What follows belongs to an exercise in optimizing a design on an open flow for a short achievable clock period and few clock cycles; a production flow would make more cautious choices.
Function was checked by simulation only, so behaviour that the tests miss may differ from the original.
No activity file was given, so power comes from the tool's default toggle rates.

File: design/flow/config.mk
export PLATFORM = sky130hd
export DESIGN_NAME = solar16_core
export DESIGN_NICKNAME = solar16_core
export VERILOG_FILES = /design/flow/design.v
export SDC_FILE = /design/flow/constraint.sdc
export NUM_CORES = 4
export LEC_CHECK = 0
export CAP_MARGIN = 20
export CORE_MARGIN = 2
export CORE_UTILIZATION = 40
export PLACE_DENSITY = 0.6
export SLEW_MARGIN = 20
File: design/flow/constraint.sdc
create_clock -name core_clock -period 10.0 [get_ports {clk}]
set_input_delay 2.0000 -clock core_clock [delete_from_list [all_inputs] [get_ports {clk}]]
set_output_delay 2.0000 -clock core_clock [all_outputs]
set_load 0.01 [all_outputs]
File: design/flow/design.v
module solar16_core (
    input  wire        clk,
    input  wire        rst,           
    input  wire [16:0] prog_len,      
    output wire        imem_req,
    output wire [15:0] imem_addr,
    input  wire        imem_ack,
    input  wire [31:0] imem_rdata,
    output wire        dmem_req,
    output wire        dmem_we,
    output wire [15:0] dmem_addr,
    output wire [7:0]  dmem_wdata,
    input  wire        dmem_ack,
    input  wire [7:0]  dmem_rdata,
    output wire        in_req,
    input  wire        in_ack,
    input  wire        in_eof,
    input  wire [20:0] in_char,
    output reg         out_valid,
    output reg  [7:0]  out_data,
    output wire [1:0]  run_state,     
    output reg  [2:0]  fault_cause,
    output reg  [16:0] fault_pc,
    output reg  [7:0]  fault_opcode,
    output reg  [7:0]  fault_operand,
    output wire [16:0] pc_out,
    output wire        z_out,
    input  wire [3:0]  dbg_sel,
    output wire [15:0] dbg_reg
);
    localparam OP_ADD  = 8'h00, OP_SUB  = 8'h01, OP_MUL  = 8'h02;
    localparam OP_RADD = 8'h03, OP_RSUB = 8'h04, OP_RMUL = 8'h05;
    localparam OP_MOV  = 8'h10, OP_LD   = 8'h11, OP_ST   = 8'h12, OP_CLR = 8'h13;
    localparam OP_JMP  = 8'h20, OP_JZ   = 8'h21, OP_JNZ  = 8'h22, OP_HALT = 8'h23;
    localparam OP_CMP  = 8'h30;
    localparam OP_AND  = 8'h40, OP_NOT  = 8'h41, OP_OR   = 8'h42, OP_XOR = 8'h43;
    localparam OP_SHL  = 8'h44, OP_SHR  = 8'h45;
    localparam OP_CLZ  = 8'hF0, OP_NOP  = 8'hFF;
    localparam F_ILLEGAL  = 3'd1, F_MISALIGN = 3'd2, F_OUTOFPROG = 3'd3, F_BADREG = 3'd4;
    localparam ST_RUN = 2'd0, ST_HALT = 2'd1, ST_FAULT = 2'd2;
    localparam D_FAULT = 0,    
               D_U1    = 1,    
               D_U2    = 2,    
               D_ADD   = 3,    
               D_SUB   = 4,    
               D_MUL   = 5,    
               D_AND   = 6,
               D_OR    = 7,
               D_XOR   = 8,
               D_NOT   = 9,
               D_SHL   = 10,
               D_SHR   = 11,
               D_MOV   = 12,
               D_CLR   = 13,
               D_CMP   = 14,
               D_CLZ   = 15,
               D_JMP   = 16,
               D_JZ    = 17,
               D_JNZ   = 18,
               D_HALT  = 19,
               D_LD    = 20,   
               D_LDIN  = 21,   
               D_ST    = 22,
               D_OUT   = 23,   
               D_WR    = 24,   
               D_RES   = 25,   
               D_BIMM  = 26,   
               D_TBAD  = 27,   
               D_FOPND = 28,   
               D_ILL   = 29,   
               DW      = 30;
    reg [16:0] plen;
    function [DW-1:0] predecode(input [31:0] w, input [16:0] len);
        reg [7:0] o, b1, b2;
        reg [15:0] im;
        reg legal, u1, u2, bad1, bad2;
        begin
            o = w[7:0]; b1 = w[15:8]; b2 = w[23:16]; im = w[31:16];
            predecode = {DW{1'b0}};
            legal = 1'b1; u1 = 1'b0; u2 = 1'b0;
            case (o)
                OP_ADD, OP_SUB, OP_MUL, OP_LD, OP_ST, OP_CLR, OP_NOT, OP_SHL, OP_SHR:
                    u1 = 1'b1;
                OP_RADD, OP_RSUB, OP_RMUL, OP_MOV, OP_CMP, OP_AND, OP_OR, OP_XOR: begin
                    u1 = 1'b1; u2 = 1'b1;
                end
                OP_JMP, OP_JZ, OP_JNZ, OP_HALT, OP_CLZ, OP_NOP: ;
                default: legal = 1'b0;
            endcase
            bad1 = u1 && (b1[7:4] != 4'd0);
            bad2 = u2 && (b2[7:4] != 4'd0);
            predecode[D_FAULT] = !legal || bad1 || bad2;
            predecode[D_ILL]   = !legal;
            predecode[D_FOPND] = !bad1;
            predecode[D_U1]    = u1;
            predecode[D_U2]    = u2;
            predecode[D_ADD]   = (o == OP_ADD) || (o == OP_RADD);
            predecode[D_SUB]   = (o == OP_SUB) || (o == OP_RSUB);
            predecode[D_MUL]   = (o == OP_MUL) || (o == OP_RMUL);
            predecode[D_AND]   = (o == OP_AND);
            predecode[D_OR]    = (o == OP_OR);
            predecode[D_XOR]   = (o == OP_XOR);
            predecode[D_NOT]   = (o == OP_NOT);
            predecode[D_SHL]   = (o == OP_SHL);
            predecode[D_SHR]   = (o == OP_SHR);
            predecode[D_MOV]   = (o == OP_MOV);
            predecode[D_CLR]   = (o == OP_CLR);
            predecode[D_CMP]   = (o == OP_CMP);
            predecode[D_CLZ]   = (o == OP_CLZ);
            predecode[D_JMP]   = (o == OP_JMP);
            predecode[D_JZ]    = (o == OP_JZ);
            predecode[D_JNZ]   = (o == OP_JNZ);
            predecode[D_HALT]  = (o == OP_HALT);
            predecode[D_LD]    = (o == OP_LD) && (im != 16'hFF10);
            predecode[D_LDIN]  = (o == OP_LD) && (im == 16'hFF10);
            predecode[D_ST]    = (o == OP_ST);
            predecode[D_OUT]   = (o == OP_ST) && (im == 16'hFF00);
            predecode[D_WR]    = (o == OP_ADD) || (o == OP_SUB) || (o == OP_MUL) ||
                                 (o == OP_RADD) || (o == OP_RSUB) || (o == OP_RMUL) ||
                                 (o == OP_AND) || (o == OP_OR) || (o == OP_XOR) ||
                                 (o == OP_NOT) || (o == OP_SHL) || (o == OP_SHR) ||
                                 (o == OP_MOV) || (o == OP_CLR);
            predecode[D_RES]   = (o == OP_ADD) || (o == OP_SUB) || (o == OP_MUL) ||
                                 (o == OP_RADD) || (o == OP_RSUB) || (o == OP_RMUL) ||
                                 (o == OP_AND) || (o == OP_OR) || (o == OP_XOR) ||
                                 (o == OP_NOT) || (o == OP_SHL) || (o == OP_SHR);
            predecode[D_BIMM]  = (o == OP_ADD) || (o == OP_SUB) || (o == OP_MUL) ||
                                 (o == OP_SHL) || (o == OP_SHR);
            predecode[D_TBAD]  = (im[1:0] != 2'b00) || ({1'b0, im} + 17'd4 > len);
        end
    endfunction
    function fetch_bad(input [16:0] a, input [16:0] len);
        fetch_bad = (a[1:0] != 2'b00) || ({1'b0, a} + 18'd4 > {1'b0, len});
    endfunction
    reg [1:0]  st;
    reg [16:0] pc;                
    reg        zf;
    reg [15:0] regs [0:15];
    reg [16:0] fpc;               
    reg        fbad;              
    reg        f_pend;            
    reg        f_kill;            
    reg [31:0] fb0, fb1;          
    reg [1:0]  fq;                
    reg        ir_v;
    reg [31:0] ir;
    reg [DW-1:0] id;
    reg [15:0] opa, opb;          
    reg [1:0]  ls_ph;             
    reg        ls_we;
    reg [15:0] ls_a1;             
    reg [7:0]  ls_hi;             
    reg [7:0]  ls_lo;             
    reg        lp;
    reg        lp_in;
    reg [3:0]  lp_rd;
    wire [7:0]  ir_op1 = ir[15:8];
    wire [7:0]  ir_op2 = ir[23:16];
    wire [15:0] ir_imm = ir[31:16];
    wire [3:0]  ir_rd  = ir[11:8];
    wire [3:0]  ir_rs  = ir[19:16];
    wire [15:0] in_value = (in_eof || in_char == 21'd10) ? 16'd0 : in_char[15:0];
    wire        l_wr  = lp && (lp_in ? in_ack : (ls_ph == 2'd2 && dmem_ack));
    wire [15:0] l_val = lp_in ? in_value : {dmem_rdata, ls_lo};
    wire e_act   = ir_v && (st == ST_RUN);
    wire quiet   = !lp && (ls_ph != 2'd1);
    wire dep     = lp && ((id[D_U1] && ir_rd == lp_rd) || (id[D_U2] && ir_rs == lp_rd));
    wire port_ok = (ls_ph == 2'd0) || (ls_ph == 2'd2 && dmem_ack);
    wire lp_ok   = !lp || l_wr;
    wire stall   = (id[D_FAULT] || id[D_HALT]) ? !quiet :
                   (dep ||
                    (id[D_LD]   && !(port_ok && lp_ok)) ||
                    (id[D_LDIN] && !lp_ok) ||
                    (id[D_ST]   && !port_ok));
    wire e_go    = e_act && !stall;
    wire e_ok    = e_go && !id[D_FAULT];           
    wire br_tk   = e_act && (id[D_JMP] || (id[D_JZ] && zf) || (id[D_JNZ] && !zf));
    wire e_wr    = e_ok && id[D_WR];
    wire e_mem   = e_ok && (id[D_LD] || id[D_ST]);
    wire e_in    = e_ok && id[D_LDIN];
    wire [15:0] sum  = opa + opb;
    wire [15:0] dif  = opa - opb;
    wire [15:0] prod = opa * opb;
    wire [15:0] shl  = opa << opb[3:0];
    wire [15:0] shr  = opa >> opb[3:0];
    wire [15:0] res  = ({16{id[D_ADD]}} & sum) |
                       ({16{id[D_SUB]}} & dif) |
                       ({16{id[D_MUL]}} & prod) |
                       ({16{id[D_AND]}} & (opa & opb)) |
                       ({16{id[D_OR]}}  & (opa | opb)) |
                       ({16{id[D_XOR]}} & (opa ^ opb)) |
                       ({16{id[D_NOT]}} & ~opa) |
                       ({16{id[D_SHL]}} & shl) |
                       ({16{id[D_SHR]}} & shr) |
                       ({16{id[D_MOV]}} & opb);
    wire live    = f_pend && !f_kill;
    wire new_in  = imem_ack && live && !br_tk;
    wire [2:0] occ = {2'b0, ir_v} + {1'b0, fq} + {2'b0, live};
    wire f_can   = !f_pend || imem_ack;
    wire want    = (st == ST_RUN) && !fbad && (occ <= 3'd2);
    wire f_issue = br_tk ? (!id[D_TBAD] && f_can) : (want && f_can);
    wire drained = !ir_v && (fq == 2'd0) && !live && fbad;
    assign imem_req  = f_issue;
    assign imem_addr = br_tk ? ir_imm : fpc[15:0];
    wire [16:0] fpc_n = br_tk ? ({1'b0, ir_imm} + {14'd0, f_issue, 2'b00}) :
                                (fpc + {14'd0, f_issue, 2'b00});
    wire adv     = !ir_v || e_go;
    wire take_fb = adv && !br_tk && (fq != 2'd0);
    wire take_in = adv && new_in && (fq == 2'd0);
    wire [31:0] nxw = take_fb ? fb0 : take_in ? imem_rdata : ir;
    wire [3:0]  nrd = nxw[11:8];
    wire [3:0]  nrs = nxw[19:16];
    wire [DW-1:0] nid = predecode(nxw, plen);
    function [15:0] rdreg(input [3:0] i);
        begin
            if (e_wr && ir_rd == i)      rdreg = res;
            else if (l_wr && lp_rd == i) rdreg = l_val;
            else                         rdreg = regs[i];
        end
    endfunction
    assign dmem_req   = (ls_ph == 2'd1 && dmem_ack) || e_mem;
    assign dmem_we    = (ls_ph == 2'd1) ? ls_we : id[D_ST];
    assign dmem_addr  = (ls_ph == 2'd1) ? ls_a1 : ir_imm;
    assign dmem_wdata = (ls_ph == 2'd1) ? ls_hi : opa[7:0];
    assign in_req     = e_in;
    assign run_state = st;
    assign pc_out    = pc;
    assign z_out     = zf;
    assign dbg_reg   = regs[dbg_sel];
    always @(posedge clk) plen <= prog_len;
    integer i;
    always @(posedge clk) begin
        out_valid <= 1'b0;
        if (rst) begin
            st            <= ST_RUN;
            pc            <= 17'd0;
            zf            <= 1'b0;
            fault_cause   <= 3'd0;
            fault_pc      <= 17'd0;
            fault_opcode  <= 8'd0;
            fault_operand <= 8'd0;
            out_data      <= 8'd0;
            for (i = 0; i < 16; i = i + 1)
                regs[i] <= 16'd0;
            fpc    <= 17'd0;
            fbad   <= fetch_bad(17'd0, prog_len);
            f_pend <= 1'b0;
            f_kill <= 1'b0;
            fq     <= 2'd0;
            fb0    <= 32'd0;
            fb1    <= 32'd0;
            ir_v   <= 1'b0;
            ir     <= 32'd0;
            id     <= {DW{1'b0}};
            opa    <= 16'd0;
            opb    <= 16'd0;
            ls_ph  <= 2'd0;
            ls_we  <= 1'b0;
            ls_a1  <= 16'd0;
            ls_hi  <= 8'd0;
            ls_lo  <= 8'd0;
            lp     <= 1'b0;
            lp_in  <= 1'b0;
            lp_rd  <= 4'd0;
        end else begin
            if (f_issue) begin
                f_pend <= 1'b1;
                f_kill <= 1'b0;
            end else if (imem_ack) begin
                f_pend <= 1'b0;
                f_kill <= 1'b0;
            end else if (br_tk) begin
                f_kill <= f_pend;
            end
            if (br_tk || f_issue) begin
                fpc  <= fpc_n;
                fbad <= fetch_bad(fpc_n, plen);
            end
            if (br_tk) begin
                fq   <= 2'd0;
                ir_v <= 1'b0;
            end else begin
                if (adv) begin
                    ir_v <= take_fb || take_in;
                    ir   <= nxw;
                    id   <= nid;
                    if (fq == 2'd2) begin
                        fb0 <= fb1;
                        if (new_in) fb1 <= imem_rdata;
                        fq <= new_in ? 2'd2 : 2'd1;
                    end else if (fq == 2'd1) begin
                        if (new_in) fb0 <= imem_rdata;
                        fq <= new_in ? 2'd1 : 2'd0;
                    end
                end else if (new_in) begin
                    if (fq == 2'd0) fb0 <= imem_rdata;
                    else            fb1 <= imem_rdata;
                    fq <= fq + 2'd1;
                end
            end
            opa <= rdreg(nrd);
            opb <= nid[D_BIMM] ? nxw[31:16] : rdreg(nrs);
            if (e_go) begin
                if (id[D_FAULT]) begin
                    st            <= ST_FAULT;
                    fault_cause   <= id[D_ILL] ? F_ILLEGAL : F_BADREG;
                    fault_pc      <= pc;
                    fault_opcode  <= ir[7:0];
                    fault_operand <= id[D_ILL] ? 8'd0 : (id[D_FOPND] ? ir_op2 : ir_op1);
                end else if (id[D_HALT]) begin
                    st <= ST_HALT;
                end else begin
                    pc <= br_tk ? {1'b0, ir_imm} : pc + 17'd4;
                    if (id[D_RES]) zf <= (res == 16'd0);
                    if (id[D_CLR]) zf <= 1'b1;
                    if (id[D_CMP]) zf <= (opa == opb);
                    if (id[D_CLZ]) zf <= 1'b0;
                    if (id[D_OUT]) begin
                        out_valid <= 1'b1;
                        out_data  <= opa[7:0];
                    end
                end
            end else if (drained && quiet && st == ST_RUN) begin
                st          <= ST_FAULT;
                fault_cause <= (fpc[1:0] != 2'b00) ? F_MISALIGN : F_OUTOFPROG;
                fault_pc    <= fpc;
            end
            if (e_wr) regs[ir_rd] <= id[D_CLR] ? 16'd0 : res;
            if (l_wr) regs[lp_rd] <= l_val;
            if (e_mem) begin
                ls_ph <= 2'd1;
                ls_we <= id[D_ST];
                ls_a1 <= ir_imm + 16'd1;
                ls_hi <= opa[15:8];
            end else if (ls_ph == 2'd1 && dmem_ack) begin
                ls_ph <= 2'd2;
                ls_lo <= dmem_rdata;
            end else if (ls_ph == 2'd2 && dmem_ack) begin
                ls_ph <= 2'd0;
            end
            if ((e_ok && id[D_LD]) || e_in) begin
                lp    <= 1'b1;
                lp_in <= id[D_LDIN];
                lp_rd <= ir_rd;
            end else if (l_wr) begin
                lp <= 1'b0;
            end
        end
    end
endmodule
File: design/flow/run.sh
#!/bin/bash
# synth_recipe.tcl (not shown) runs the flow's synth.tcl, then flattens the netlist and writes it again
# the make line also repeats each setting of config.mk as NAME=value (left out here)
make -C /OpenROAD-flow-scripts/flow DESIGN_CONFIG=/design/flow/config.mk WORK_HOME=/design/flow/orfs CLKGATE_MAP_FILE= SYNTH_SCRIPT=/design/flow/synth_recipe.tcl finish
==> reports/qor.txt, run 1 <==
Ys flop type: dfxtp_1
Pwr/cell area: 319 nW/µm²
Clock sink total: 559
Routed Antenna Nets: 0
Max-slew violations: 0
Clk slew on worst S/H paths: 60 ps
Max Clk Rate: 0.124 GHz
IO buf count: 212
Number of global-route vias before repair: 36900
Fillers: 9557
Register area share after synthesis: 34.5%
Crit end category: flop
Crit Path Class: reg2reg
Final GP Congestion: 1.01
1st-iter DRT viols: 5730
Worst R2R Setup Slack: 1920 ps
Fin area: 45300 µm²
Setup ws final: 1920 ps
Largest net degree at the start of global routing: 131
Synth-to-Final Area Change: 13.6%
Outcome: timing/DRC/antenna clean
CTS Buf Count: 69
Root buffer cell: clkbuf_16
Most Frequent Cell on Critical Path: fa_1
Leading cell type in the layout, fill and taps excluded: nand2_1
Post-CTS resize count: 0
Post-place setup slack: 1730 ps
Nets: 4981
Sw Ratio: 51.9%
Antenna cells: 0
Critical-path cell list: clkinv_1 > nor2_1 > fa_1 > inv_1 > fa_1 > inv_1 > ha_1 > fa_1 > fa_1 > inv_1 > fa_1 > inv_1 > ha_1 > a21o_1 > o21ai_0 > o221ai_1 > xnor2_1 > o211ai_1 > nand2b_1 > o22ai_1
Netlist cell types: 100
Crit start category: flop
Internal: 6.95 mW
Post-route setup TNS: 0 ps
Die ar.: 102000 µm²
Final hold vios: 0
Synth area leaders: edfxtp_1 19%, dfxtp_1 15%, nand2_1 7.8%
Actual slew at the worst max-slew pin: 1190 ps
NetSw: 7.50 mW
CTS Buffer Depth: 3
CP Buf/Inv Count: 5
Total GRT Usage: 32.9%
Warnings from Yosys: 1
CTS H-Tree Depth: 3
Post-Syn Nets: 4980
Cell taking the most area after synthesis: edfxtp_1
Final period utilization: 80.8%
Top Ports: 213
Vias: 39300
Commonest cells after routing, fill and taps aside: 824 x nand2_1, 330 x nor2_1, 301 x dfxtp_1
Clock Power Share: 17.0%
Crit-path slowest cell: dfxtp_1
Synth async-reset ratio: 0%
RSZ-0062 raised after global routing: false
Remaining routing DRC violations: 0
Worst Path Arrival: 8430 ps
Horiz. Die Dim: 320 µm
Initial Utilization: 40.4%
First-pass GRT wire length: 251000 µm
Met3 usage: 9.23%
Post-CTS Setup Bufs: 0
Rel. slew slack: 20.5%
Max-Cap Viols: 0
Dpl hpwl: 115000 µm
Grt total ovfl: 0
Drt wl/cell: 28.9 µm
Row count: 115
Cell area after synthesis: 39900 µm²
VDD IR max: 630 µV
Critical path fanouts, max: 16
Die H: 320 µm
Post-synth EDFFs: 257
Met1 usage: 43.0%
HP Class: reg2reg
Vias per cell: 6.55
Worst Path Required: 10350 ps
Hold-fix buffers, CTS: 0
# setup viols final: 0
Yosys top cell area share: 19.4%
Syn Area/Cell: 8.55 µm²
DP Area: 43000 µm²
CORE AREA: 98600 µm²
DR pass1 iterations: 6
Initial antenna violation count: 6
Fin crit period: 8080 ps
Static Leak: 16.5 nW
Sequential Power Share: 21.7%
Global routing's busiest layer: met2
Cell family with most CP delay: adder cells
Final Skew: 44.5 ps
Comb pwr share: 61.3%
Clk latency of the worst-skew pair: 660 ps
GR Util met2: 49.0%
Layout cells sized above 1: 9.28%
CTS tree: built
Routed WL: 174000 µm
Seq cells post-synth: 559
Max incr delay on CP: 1060 ps
Cells after Synth: 4663
## cell usage after synthesis, drive strengths merged, types with 13 or more instances
library cell / n
nand3b: 30
fa: 83
nand4: 55
a21o: 24
a21oi: 215
mux4: 90
xnor2: 93
nor2b: 20
a211o: 17
a31oi: 57
nand3: 290
nor4: 39
clkbuf: 307
nor2: 334
a22oi: 37
edfxtp: 257
and2: 26
o21a: 14
a221oi: 40
a211oi: 67
o21ai: 121
a311oi: 38
nand2: 828
ha: 146
nor3: 55
xor2: 39
o221ai: 19
a22o: 13
buf: 108
and3: 47
or3: 13
dfxtp: 302
mux2i: 125
a32oi: 29
inv: 205
mux2: 29
o22ai: 264
nand2b: 22
## worst min-delay path, delay by kind of cell, from the launching register on
kind | cells | cell delay, ps
compound gates | 1 | 50
flops | 1 | 300
simple gates | 1 | 50
## metal layers
metal / vias up / share of wire, %
met4: 8 / 6.3
met2: 2826 / 43
met1: 18900 / 38
met3: 636 / 13
li1: 17000 / -
met5: - / 0.026
## cells by family (layout without fill, tap and decap cells)
group,count (synthesis),count (layout),share of synthesized area (%)
and+or+nand+nor,1807,1807,20.5
buffers and inverters,629,684,6.29
adders and majority gates,229,229,8.75
AOI/OAI and AO/OA,1063,1063,18.0
DFF,559,559,34.5
xor gates and xnor gates,132,132,2.90
muxes,244,244,9.05
## worst paths after layout
check               start          end  depth (start not counted)
hold / removal    fb1[21]      fb1[21]                          2
setup reg to reg   opa[2]  regs[0][13]                         20
setup / recovery   opa[2]  regs[0][13]                         20
hold reg to reg   fb1[21]      fb1[21]                          2
## per-stage QoR
step / total power [mW] / std cells / utilization, % / hold slack (ps)
after floorplan: 8.59 / 4663 / - / 428
after global placement: 11.6 / 5877 / 43.7 / 439
after detailed placement: 11.6 / 5878 / 43.7 / 444
after CTS: 14.1 / 6003 / 45.9 / 453
after global routing: 15.1 / 6005 / 46.0 / 471
final: 14.5 / 6005 / 46.0 / 453
## power by group through the flow
| stage | logic, mW | registers, mW | clock network [mW] |
|---|---|---|---|
| 2_1_floorplan | 5.68 | 2.91 | 0 |
| 3_5_place_dp | 8.49 | 3.15 | 0 |
| 5_1_grt | 9.36 | 3.14 | 2.55 |
| 4_1_cts | 8.53 | 3.11 | 2.47 |
| 3_3_place_gp | 8.45 | 3.15 | 0 |
| 6_report | 8.86 | 3.13 | 2.46 |
## cell type report
class / instances / area, µm² / share of cell area (%)
Clock inverter: 25 / 199 / 0.439
Timing Repair Buffer: 345 / 3160 / 6.99
Tap cell: 1287 / 1610 / 3.56
Clock buffer: 100 / 1990 / 4.39
Sequential cell: 559 / 13800 / 30.4
Inverter: 214 / 805 / 1.78
Multi-Input combinational cell: 3475 / 23800 / 52.5
## sequential cells by signal, summed over array words and instances (netlist names), 17 cells and up
name / cells
pc: 17
fault_pc: 17
fb1: 32
regs: 256
fpc: 17
fb0: 32
plen: 17
id: 29
ir: 32
Testbench counts, summed over its fixed seeds: cycles 35,963.
==> run 2: changes to the inputs <==
--- a/design/flow/design.v
+++ b/design/flow/design.v
@@ -142,6 +142,12 @@
     reg        f_kill;            
     reg [31:0] fb0, fb1;          
     reg [1:0]  fq;                
+    reg        f_pt, fb0_pt, fb1_pt, ir_pt;   
+    localparam NB = 4;
+    reg [NB-1:0] bv;
+    reg [15:0] bpc [0:NB-1];
+    reg [15:0] btg [0:NB-1];
+    reg [1:0]  bptr;
     reg        ir_v;
     reg [31:0] ir;
     reg [DW-1:0] id;
@@ -174,7 +180,25 @@
                     (id[D_ST]   && !port_ok));
     wire e_go    = e_act && !stall;
     wire e_ok    = e_go && !id[D_FAULT];           
-    wire br_tk   = e_act && (id[D_JMP] || (id[D_JZ] && zf) || (id[D_JNZ] && !zf));
+    wire is_br   = id[D_JMP] || id[D_JZ] || id[D_JNZ];
+    wire tk      = id[D_JMP] || (id[D_JZ] && zf) || (id[D_JNZ] && !zf);
+    wire br_tk   = e_act && tk;                    
+    wire redir   = e_act && is_br && (tk != ir_pt);   
+    wire [16:0] pc4  = pc + 17'd4;
+    wire [16:0] rtgt = tk ? {1'b0, ir_imm} : pc4;
+    wire        rbad = tk ? id[D_TBAD] : fetch_bad(pc4, plen);
+    reg        bhit;
+    reg [15:0] bt;
+    integer k;
+    always @(*) begin
+        bhit = 1'b0;
+        bt   = 16'd0;
+        for (k = 0; k < NB; k = k + 1)
+            if (bv[k] && bpc[k] == fpc[15:0]) begin
+                bhit = 1'b1;
+                bt   = btg[k];
+            end
+    end
     wire e_wr    = e_ok && id[D_WR];
     wire e_mem   = e_ok && (id[D_LD] || id[D_ST]);
     wire e_in    = e_ok && id[D_LDIN];
@@ -194,20 +218,21 @@
                        ({16{id[D_SHR]}} & shr) |
                        ({16{id[D_MOV]}} & opb);
     wire live    = f_pend && !f_kill;
-    wire new_in  = imem_ack && live && !br_tk;
+    wire new_in  = imem_ack && live && !redir;
     wire [2:0] occ = {2'b0, ir_v} + {1'b0, fq} + {2'b0, live};
     wire f_can   = !f_pend || imem_ack;
     wire want    = (st == ST_RUN) && !fbad && (occ <= 3'd2);
-    wire f_issue = br_tk ? (!id[D_TBAD] && f_can) : (want && f_can);
+    wire f_issue = redir ? (!rbad && f_can) : (want && f_can);
     wire drained = !ir_v && (fq == 2'd0) && !live && fbad;
     assign imem_req  = f_issue;
-    assign imem_addr = br_tk ? ir_imm : fpc[15:0];
-    wire [16:0] fpc_n = br_tk ? ({1'b0, ir_imm} + {14'd0, f_issue, 2'b00}) :
-                                (fpc + {14'd0, f_issue, 2'b00});
+    assign imem_addr = redir ? rtgt[15:0] : fpc[15:0];
+    wire [16:0] fpc_n = redir   ? (rtgt + {14'd0, f_issue, 2'b00}) :
+                        f_issue ? (bhit ? {1'b0, bt} : fpc + 17'd4) : fpc;
     wire adv     = !ir_v || e_go;
-    wire take_fb = adv && !br_tk && (fq != 2'd0);
+    wire take_fb = adv && !redir && (fq != 2'd0);
     wire take_in = adv && new_in && (fq == 2'd0);
     wire [31:0] nxw = take_fb ? fb0 : take_in ? imem_rdata : ir;
+    wire        npt = take_fb ? fb0_pt : take_in ? f_pt : ir_pt;
     wire [3:0]  nrd = nxw[11:8];
     wire [3:0]  nrs = nxw[19:16];
     wire [DW-1:0] nid = predecode(nxw, plen);
@@ -247,6 +272,16 @@
             f_pend <= 1'b0;
             f_kill <= 1'b0;
             fq     <= 2'd0;
+            f_pt   <= 1'b0;
+            fb0_pt <= 1'b0;
+            fb1_pt <= 1'b0;
+            ir_pt  <= 1'b0;
+            bv     <= {NB{1'b0}};
+            bptr   <= 2'd0;
+            for (i = 0; i < NB; i = i + 1) begin
+                bpc[i] <= 16'd0;
+                btg[i] <= 16'd0;
+            end
             fb0    <= 32'd0;
             fb1    <= 32'd0;
             ir_v   <= 1'b0;
@@ -266,17 +301,18 @@
             if (f_issue) begin
                 f_pend <= 1'b1;
                 f_kill <= 1'b0;
+                f_pt   <= !redir && bhit;
             end else if (imem_ack) begin
                 f_pend <= 1'b0;
                 f_kill <= 1'b0;
-            end else if (br_tk) begin
+            end else if (redir) begin
                 f_kill <= f_pend;
             end
-            if (br_tk || f_issue) begin
+            if (redir || f_issue) begin
                 fpc  <= fpc_n;
                 fbad <= fetch_bad(fpc_n, plen);
             end
-            if (br_tk) begin
+            if (redir) begin
                 fq   <= 2'd0;
                 ir_v <= 1'b0;
             end else begin
@@ -284,17 +320,19 @@
                     ir_v <= take_fb || take_in;
                     ir   <= nxw;
                     id   <= nid;
+                    ir_pt <= npt;
                     if (fq == 2'd2) begin
                         fb0 <= fb1;
-                        if (new_in) fb1 <= imem_rdata;
+                        fb0_pt <= fb1_pt;
+                        if (new_in) begin fb1 <= imem_rdata; fb1_pt <= f_pt; end
                         fq <= new_in ? 2'd2 : 2'd1;
                     end else if (fq == 2'd1) begin
-                        if (new_in) fb0 <= imem_rdata;
+                        if (new_in) begin fb0 <= imem_rdata; fb0_pt <= f_pt; end
                         fq <= new_in ? 2'd1 : 2'd0;
                     end
                 end else if (new_in) begin
-                    if (fq == 2'd0) fb0 <= imem_rdata;
-                    else            fb1 <= imem_rdata;
+                    if (fq == 2'd0) begin fb0 <= imem_rdata; fb0_pt <= f_pt; end
+                    else            begin fb1 <= imem_rdata; fb1_pt <= f_pt; end
                     fq <= fq + 2'd1;
                 end
             end
@@ -310,7 +348,7 @@
                 end else if (id[D_HALT]) begin
                     st <= ST_HALT;
                 end else begin
-                    pc <= br_tk ? {1'b0, ir_imm} : pc + 17'd4;
+                    pc <= br_tk ? {1'b0, ir_imm} : pc4;
                     if (id[D_RES]) zf <= (res == 16'd0);
                     if (id[D_CLR]) zf <= 1'b1;
                     if (id[D_CMP]) zf <= (opa == opb);
@@ -327,6 +365,17 @@
             end
             if (e_wr) regs[ir_rd] <= id[D_CLR] ? 16'd0 : res;
             if (l_wr) regs[lp_rd] <= l_val;
+            if (e_act && is_br) begin
+                if (tk && !ir_pt) begin
+                    bv[bptr]  <= 1'b1;
+                    bpc[bptr] <= pc[15:0];
+                    btg[bptr] <= ir_imm;
+                    bptr      <= bptr + 2'd1;
+                end else if (!tk && ir_pt) begin
+                    for (i = 0; i < NB; i = i + 1)
+                        if (bpc[i] == pc[15:0]) bv[i] <= 1'b0;
+                end
+            end
             if (e_mem) begin
                 ls_ph <= 2'd1;
                 ls_we <= id[D_ST];
--- a/design/flow/config.mk
+++ b/design/flow/config.mk
@@ -5,8 +5,10 @@
 export SDC_FILE = /design/flow/constraint.sdc
 export NUM_CORES = 4
 export LEC_CHECK = 0
+export ABC_CLOCK_PERIOD_IN_PS = 5000
 export CAP_MARGIN = 20
 export CORE_MARGIN = 2
 export CORE_UTILIZATION = 40
 export PLACE_DENSITY = 0.6
+export SETUP_SLACK_MARGIN = 4.5
 export SLEW_MARGIN = 20
==> run 2 against run 1 <==
Still clean. Clock skew increased by 6.1 ps. Clock power increased by about 30%. Worst hold slack improved by 1.3 ps. Critical path depth increased by 16. First-iteration DRC count increased by 32%. Register-to-register slack improved by 730 ps. Routed wire length increased by 31%. Final cell count increased by 25%. Synthesized area increased by 23%. Largest cell class unchanged. Largest power group unchanged.
==> reports/qor.txt, run 2 <==
Outcome: timing/DRC/antenna clean
Commonest cells after routing, fill and taps aside: 796 x nand2_1, 385 x nor2_1, 385 x edfxtp_1
Placed Instances: 7019 (+19%)
Most frequent cell after synthesis: nand2_1
Crit end category: flop
Worst Path Arrival: 7790 ps (-640 ps)
1st-iter DRT viols: 7580 (+32%)
Clk latency of the worst-skew pair: 720 ps (+60 ps)
Vias per cell: 6.57 (+0.32%)
Cell taking the most area after synthesis: edfxtp_1
Horiz. Die Dim: 354 µm (+11%)
Area of the multi-input gates: 31000 µm² (+30%)
Layout cells sized above 1: 21.4% (+12 points)
CTS H-Tree Depth: 3 (unchanged)
Worst Path Required: 10450 ps (+100 ps)
Sw Ratio: 48.5% (-3.4 points)
Max-Cap Viols: 0 (unchanged)
Drt wl/cell: 30.4 µm (+5.0%)
Die ar.: 125000 µm² (+22%)
Yosys top cell area share: 23.6% (+4.3 points)
Synth async-reset ratio: 0% (unchanged)
Ys flop type: edfxtp_1
Crit start category: flop
Total GRT Usage: 34.5% (+1.6 points)
Leading cell type in the layout, fill and taps excluded: nand2_1
Cell area after synthesis: 48900 µm² (+23%)
Top Ports: 213 (unchanged)
Max Clk Rate: 0.136 GHz (+10%)
HP Class: reg2reg
Post-route setup TNS: 0 ps (unchanged)
Clock Power Share: 17.2% (+0.2 points)
IO buf count: 212 (unchanged)
VDD IR max: 222 µV (-65%)
Actual slew at the worst max-slew pin: 1380 ps (+186 ps)
Most Frequent Cell on Critical Path: a21o_1
Initial Utilization: 40.3% (-0.18 points)
Row count: 128 (+11%)
Critical path fanouts, max: 8 (-8)
Final hold vios: 0 (unchanged)
Nets: 6142 (+23%)
Biggest regs: regs (256), bpc (64), btg (64)
RSZ-0062 raised after global routing: true
Comb pwr share: 62.6% (+1.3 points)
Dpl hpwl: 145000 µm (+26%)
Final Skew: 50.6 ps (+6.10 ps)
Max incr delay on CP: 530 ps (-530 ps)
CORE AREA: 122000 µm² (+23%)
Cells after Synth: 5510 (+18%)
# setup viols final: 0 (unchanged)
Netlist cell types: 109 (+9.0%)
Sequential Power Share: 20.2% (-1.5 points)
Crit-path slowest cell: or4_4
Crit Path Class: reg2reg
Routed Antenna Nets: 0 (unchanged)
First-pass GRT wire length: 321000 µm (+28%)
NetSw: 9.00 mW (+20%)
Root buffer cell: clkbuf_16
Remaining routing DRC violations: 0 (unchanged)
Pwr/cell area: 300 nW/µm² (-6.0%)
Clock sink total: 697 (+25%)
Final Instance Count excl. Fillers: 7498 (+25%)
Post-synth EDFFs: 385 (+50%)
Fillers: 11100 (+16%)
Rel. slew slack: 8.07% (-12 points)
Final period utilization: 73.4% (-7.3 points)
Final GP Congestion: 0.998 (-0.75%)
Grt total ovfl: 0 (unchanged)
Internal: 9.55 mW (+37%)
Synth top cells by count: 818 x nand2_1, 408 x nor2_1, 385 x edfxtp_1
Reg with most FFs: regs
Synth-to-Final Area Change: 26.4%
CTS Buf Count: 82 (+19%)
Routed WL: 228000 µm (+31%)
Register area: 17900 µm² (+30%)
Syn Area/Cell: 8.88 µm² (+3.9%)
Initial antenna violation count: 10 (+4)
Worst R2R Setup Slack: 2660 ps (+730 ps)
CTS Buffer Depth: 3 (unchanged)
Fin crit period: 7340 ps (-731 ps)
Post-Syn Nets: 5851 (+17%)
Largest net degree at the start of global routing: 96 (-27%)
Number of global-route vias before repair: 45400 (+23%)
CTS tree: built
Warnings from Yosys: 1 (unchanged)
Vias: 49300 (+25%)
DR pass1 iterations: 9 (+3)
Clk slew on worst S/H paths: 70 ps (about the same)
Static Leak: 22.9 nW (+39%)
Max-slew violations: 0 (unchanged)
Seq cells post-synth: 697 (+25%)
Register area share after synthesis: 36.4% (+1.9 points)
Max FFs per register: 256 (unchanged)
Synth area leaders: edfxtp_1 24%, dfxtp_1 13%, nand2_1 6.3%
Die H: 354 µm (+11%)
[run 2: changes by cell type after synthesis, sizes merged, moves of 48 or more]
cell	change
and2	+85
clkbuf	+48
edfxtp	+128
nor2	+78
nor3	+59
xor2	+115
[run 2: repair_timing]
item / in CTS / in global routing
cloned: 26 / 8
setup endpoints to repair: 390 / 245
hold buffers: 0 / 0
buffers inserted: 204 / 84
resized for setup: 528 / 249
pin swaps: 105 / 107
[run 2: cells by family (layout without fill, tap and decap cells)]
group	after synthesis	in the layout	synth area share, %
mux	239	239	7.99
buf+inv	720	1066	5.82
flops	697	697	36.4
compound gates	1231	1234	17.1
xor+xnor	285	285	5.10
other cells	0	2	0
simple gates	2085	2097	19.8
fa+ha+maj	253	253	7.74
[run 2: layout make-up]
type / count / share of cell area [%]
multi-input combinational: 4108 / 50.0
sequential: 697 / 28.9
timing repair buffer: 677 / 11.5
clock buffer: 116 / 3.70
tap: 1625 / 3.29
inverter: 234 / 1.64
clock inverter: 38 / 0.846
timing repair inverter: 1 / 0.0142
antenna: 2 / 0.00809
[run 2: per-layer routing]
| layer | wire length, µm | up-vias | global-route usage (%) |
|---|---|---|---|
| met5 | 23 | - | 0 |
| met4 | 15800 | 4 | 18.7 |
| li1 | - | 20700 | - |
| met1 | 84700 | 23800 | 45.1 |
| met2 | 97700 | 3803 | 52.2 |
| met3 | 29400 | 916 | 9.00 |
[run 2: power by group through the flow]
stage                     combinational [mW]  clock, mW  sequential (mW)
final                                   11.6       3.20             3.75
after global routing                    12.0       3.31             3.77
after CTS                               10.2       3.21             3.72
after detailed placement                8.88          0             3.78
after global placement                  8.84          0             3.78
after floorplan                         6.04          0             3.58
[run 2: worst paths after layout]
path,end,cells after the start,from
worst max register to register,fbad,36,pc[2]
worst min-delay path,fb1[2],2,fb1[2]
worst min register to register,fb1[2],2,fb1[2]
worst max-delay path,fbad,36,pc[2]
[run 2: worst max-delay path: cells and delay by family, from the launching register on]
family | cells | cell delay [ps]
AO/OA/AOI/OAI | 17 | 2670
XOR/XNOR | 3 | 440
adder cells (fa/ha/maj) | 3 | 750
buffers and inverters | 3 | 330
flip-flops | 1 | 430
multiplexers | 1 | 90
AND/OR/NAND/NOR | 9 | 2400
[run 2: metrics by stage]
stage | total power [mW] | area, µm² | utilization (%) | setup slack [ps] | hold slack, ps
after floorplan | 9.62 | 49800 | - | 3180 | 437
after global placement | 12.6 | 52900 | 43.6 | 1720 | 442
after detailed placement | 12.7 | 53000 | 43.6 | 1700 | 447
after CTS | 17.1 | 59800 | 49.2 | 2820 | 455
after global routing | 19.1 | 61900 | 50.9 | 2330 | 471
final | 18.6 | 61900 | 50.9 | 2660 | 454
Testbench counts of run 2, summed over its fixed seeds: cycles 31,409.

-- static timing again, ports no longer ideal --
No port has a modelled driver above. Below, the same layouts with a new extraction and two added sets of constraints.
Step 1 (the two cells are an assumption about what drives the block):
set clk [get_ports {clk}]
set_driving_cell -lib_cell sky130_fd_sc_hd__clkbuf_16 $clk
set_driving_cell -lib_cell sky130_fd_sc_hd__buf_2 [delete_from_list [all_inputs] $clk]
Step 2 moves the port delays by t, midway between the first and last clock arrival at a register: inputs arrive t later, outputs are due t later. That takes back most of the time a late clock gives input paths.
a / b / c = ideal / step 1 / step 2; a / b = the first two.
run	shift t [ns]	setup WS [ns]	worst setup path after step 2	cell pins on the clock port's net
run 1	0.712	1.925 / 1.925 / 1.490	input to register	1
run 2	0.761	2.656 / 2.656 / 2.656	register to register	1
After both steps setup and hold are still met in every run listed. For run 1, which loses most, drivers alone change the setup slack by 0.000 ns; drivers and shift together by -0.435 ns.
